Source: an optimization exercise on an open RTL-to-GDS flow (aim: small area, a short achievable clock period and few clock cycles). Production flows keep margins and buffers that such runs may drop.
Power figures rest on the tool's default switching activity, not on a simulated workload.

==> flow/design.v (excerpt) <==
module fsq_table_engine (
    input  wire        clk,
    input  wire        rst,
    input  wire        cmd_valid,
    output wire        cmd_ready,
    input  wire [3:0]  cmd_op,
    input  wire [7:0]  cmd_a,
    input  wire [7:0]  cmd_b,
    output wire        rsp_valid,
    output wire [3:0]  rsp_err,
    output wire [2:0]  rsp_sub,
    output wire [7:0]  rsp_arg,
    output wire [16:0] rsp_result,
    output wire        rsp_tv,
    output wire [2:0]  rsp_k,
    output wire [2:0]  rsp_b
);
    localparam OP_NOP    = 4'h0, OP_CLEAR  = 4'h1, OP_APUSH = 4'h2, OP_KPUSH = 4'h3,
               OP_SETPAD = 4'h4, OP_BUILD  = 4'h5, OP_ENCB  = 4'hA, OP_DECB  = 4'hB,
               OP_PACK   = 4'hC, OP_UNPACK = 4'hD;
    localparam B_FIRST = 3'd0, B_SCAN = 3'd1, B_CHK = 3'd2, B_COL = 3'd3,
               B_FIN1  = 3'd4, B_FIN2 = 3'd5, B_ERR = 3'd7;
    reg [111:0] alpha_f;                 
    reg [255:0] kslot_f;                 
    reg [4:0]  alen;
    reg [5:0]  klen;
    reg [7:0]  pad;
    reg        pad_mem;                  
    reg        hi_f;  reg [3:0] hi_i;    
    reg        dup_f; reg [3:0] dup_i;   
    reg        tv;
    reg        tv_o;                     
    reg [2:0]  r_k, r_b;                 
    reg        fast_ok;                  
    reg        kdup;                     
    reg [15:0] seen;                     
    wire k4 = alen[4], k3 = alen[3], k2 = alen[2], k1 = !(alen[4] | alen[3] | alen[2]);
    wire n_sq = (alen == 5'd1) || (alen == 5'd4) || (alen == 5'd9) || (alen == 5'd16);
    function [3:0] rc_of(input [3:0] p, input f4, input f3, input f2);
        reg [3:0] t;
        begin
            t[3] = p == 4'd6 || p == 4'd7 || p == 4'd8;
            t[2] = p == 4'd3 || p == 4'd4 || p == 4'd5;
            t[1] = p == 4'd2 || p == 4'd5 || p == 4'd8;
            t[0] = p == 4'd1 || p == 4'd4 || p == 4'd7;
  ...
Size in the first run: about 2,300 cells after synthesis, ~520 flip-flops, ~64 I/O pins, ~28,000 sq um of cells after synthesis.
==> flow/config.mk <==
export PLATFORM = sky130hd
export DESIGN_NAME = fsq_table_engine
export DESIGN_NICKNAME = fsq_table_engine
export VERILOG_FILES = /design/flow/design.v
export SDC_FILE = /design/flow/constraint.sdc
export NUM_CORES = 8
export LEC_CHECK = 0
export CAP_MARGIN = 20
export CORE_MARGIN = 2
export CORE_UTILIZATION = 45
export CTS_CLUSTER_DIAMETER = 100
export CTS_CLUSTER_SIZE = 25
export PLACE_DENSITY = 0.6
export SLEW_MARGIN = 20
==> flow/constraint.sdc <==
create_clock -name core_clock -period 10.0 [get_ports {clk}]
set_input_delay 2.0000 -clock core_clock [delete_from_list [all_inputs] [get_ports {clk}]]
set_output_delay 2.0000 -clock core_clock [all_outputs]
set_load 0.01 [all_outputs]
standard.sh (not shown) runs the stock make flow with config.mk's settings and CLKGATE_MAP_FILE= SYNTH_SCRIPT=/design/flow/synth_recipe.tcl, a recipe that flattens the netlist after the stock synthesis.
==> flow/flow/run.sh <==
#!/bin/bash
set -euo pipefail
bash standard.sh synth > flow_synth.log 2>&1
bash standard.sh SETUP_SLACK_MARGIN=7.0 finish > flow_finish.log 2>&1
Change:
--- a/flow/design.v
+++ b/flow/design.v
@@ -89,79 +89,89 @@
     reg [1:0]  sph;                      
     reg        dup_a, dup_b;
     reg [3:0]  min_da;                   
     reg [1:0]  sr, sc;
     reg        rst_q;
     always @(posedge clk) rst_q <= rst;
     reg       rdy;                       
     reg       pf;                        
     wire      pred_fast;                 
     wire      hold = e_bld && !pf;       
     reg       e_cmd;                     
     reg       e_bld;                     
-    reg [3:0] c_op;
+    reg       e_clear, e_apush, e_kpush, e_setpad, e_encb, e_decb, e_pack, e_unpack, e_ill;
     reg [7:0] c_a;                       
     reg [7:0] c_b;
     reg [3:0] c_ad;                      
     reg [3:0] c_au;                      
     reg [3:0] c_sa;                      
     reg [4:0] c_sb;                      
     reg       c_age, c_bge;              
     assign cmd_ready = rdy;
     wire       b_done;                   
     wire [4:0] scan_next;                
     wire [7:0] prt;                      
     wire [3:0] i_rc1 = rc_of(cmd_a[3:0], k4, k3, k2);
     wire [3:0] i_rc2 = rc_of(cmd_b[3:0], k4, k3, k2);
     wire [3:0] i_sa  = mk(i_rc1[3:2], i_rc2[1:0], k4, k3, k2);
     wire [4:0] i_sb  = mkb(i_rc2[3:2], i_rc1[1:0], k4, k3, k2, k1);
     wire       i_bld = cmd_valid && cmd_op == OP_BUILD;
     function ge_n(input [7:0] v, input f4, input f3, input f2, input f1);
         begin
             ge_n = (|v[7:4]) || (f3 && v[3] && (|v[2:0])) || (f2 && |v[3:2]) || (f1 && |v[3:0]);
         end
     endfunction
     always @(posedge clk) begin
-        c_op <= cmd_op; c_b <= cmd_b;
+        c_b <= cmd_b;
         c_a  <= hold ? prt : cmd_a;
         if (!hold) c_ad <= cmd_a[3:0];
         if (cmd_op == OP_UNPACK) c_au <= cmd_a[3:0];
         c_sa <= i_sa;
         c_sb <= hold ? scan_next : i_sb;
         c_age <= ge_n(cmd_a, k4, k3, k2, k1);
         c_bge <= ge_n(cmd_b, k4, k3, k2, k1);
         if (rst) begin
             rdy <= 1'b1; e_cmd <= 1'b0; e_bld <= 1'b0; pf <= 1'b0;
+            {e_clear, e_apush, e_kpush, e_setpad, e_encb, e_decb, e_pack, e_unpack, e_ill} <= 9'd0;
         end else if (!hold) begin
             e_cmd <= cmd_valid && !i_bld;
             e_bld <= i_bld;
+            e_clear  <= cmd_valid && cmd_op == OP_CLEAR;
+            e_apush  <= cmd_valid && cmd_op == OP_APUSH;
+            e_kpush  <= cmd_valid && cmd_op == OP_KPUSH;
+            e_setpad <= cmd_valid && cmd_op == OP_SETPAD;
+            e_encb   <= cmd_valid && cmd_op == OP_ENCB;
+            e_decb   <= cmd_valid && cmd_op == OP_DECB;
+            e_pack   <= cmd_valid && cmd_op == OP_PACK;
+            e_unpack <= cmd_valid && cmd_op == OP_UNPACK;
+            e_ill    <= cmd_valid && !(cmd_op <= OP_BUILD || (cmd_op >= OP_ENCB && cmd_op <= OP_UNPACK));
             pf    <= i_bld && pred_fast;
             rdy   <= !i_bld || pred_fast;
         end else begin
             e_cmd <= 1'b0;
+            {e_clear, e_apush, e_kpush, e_setpad, e_encb, e_decb, e_pack, e_unpack, e_ill} <= 9'd0;
             e_bld <= !b_done;
             pf    <= 1'b0;
             rdy   <= b_done;
         end
     end
-    wire is_clear  = c_op == OP_CLEAR;
-    wire is_apush  = c_op == OP_APUSH;
-    wire is_kpush  = c_op == OP_KPUSH;
-    wire is_setpad = c_op == OP_SETPAD;
-    wire is_encb   = c_op == OP_ENCB;
-    wire is_decb   = c_op == OP_DECB;
-    wire is_pack   = c_op == OP_PACK;
-    wire is_unpack = c_op == OP_UNPACK;
-    wire is_ill    = !(c_op == OP_NOP || is_clear || is_apush || is_kpush || is_setpad ||
-                       is_encb || is_decb || is_pack || is_unpack);
+    wire is_clear  = e_clear;
+    wire is_apush  = e_apush;
+    wire is_kpush  = e_kpush;
+    wire is_setpad = e_setpad;
+    wire is_encb   = e_encb;
+    wire is_decb   = e_decb;
+    wire is_pack   = e_pack;
+    wire is_unpack = e_unpack;
+    wire is_ill    = e_ill;
     wire [15:0] amask = therm(alen);
     reg  [15:0] cam_m;
     reg  [3:0]  cam_code;
     integer i;
     always @* begin
         cam_code = 4'd0;
         for (i = 0; i < 16; i = i + 1) begin
             cam_m[i] = (alpha_f[7*i +: 7] == c_a[6:0]) && amask[i];
             if (cam_m[i]) cam_code = cam_code | i[3:0];
         end
     end
     wire cam_hit = |cam_m;
The new run finished clean.
Power grows by 1.2%.
Register-to-register slack hardly moves.
Cell count grows by 0.42%.
Final area grows by about 1.7%.
Global-route usage grows by 0.56 points.
Count of clock-buffer cells in the layout stays the same.
Worst hold slack improves by 0.036 ns.
Worst setup slack improves by 0.0058 ns.
Critical path depth grows by 2.
Wire length grows by 2.2%.
Maximum frequency barely changes.
Non-clock buffer count grows by 26.
Die area is about the same.
No run of this note included a check of the RTL's function; only the layout flow was run.

[separate check: timing with driven ports]
No port has a modelled driver above. Below, the same layouts with a new extraction and two added sets of constraints.
Step 1 assumes that a clkbuf_16 drives the clock port and a buf_2 every other input.
Step 2 also shifts input and output timing later by t, the mid clock arrival at the registers, as if the neighbouring blocks saw the same clock.
Three values: ideal ports, drivers, drivers and shift; two values: the first two.
run | shift t [ns] | setup slack, ns | clock arrival spread, ns | pins driven straight from the clock port
the first run | 0.662 | 6.834 / 6.825 / 6.251 | 0.016 / 0.016 | 1
the second run | 0.663 | 6.839 / 6.818 / 6.272 | 0.045 / 0.045 | 1
After both steps every run listed still meets setup and hold. For the first run, which loses most, drivers alone change the setup slack by -0.009 ns; drivers and shift together by -0.583 ns.
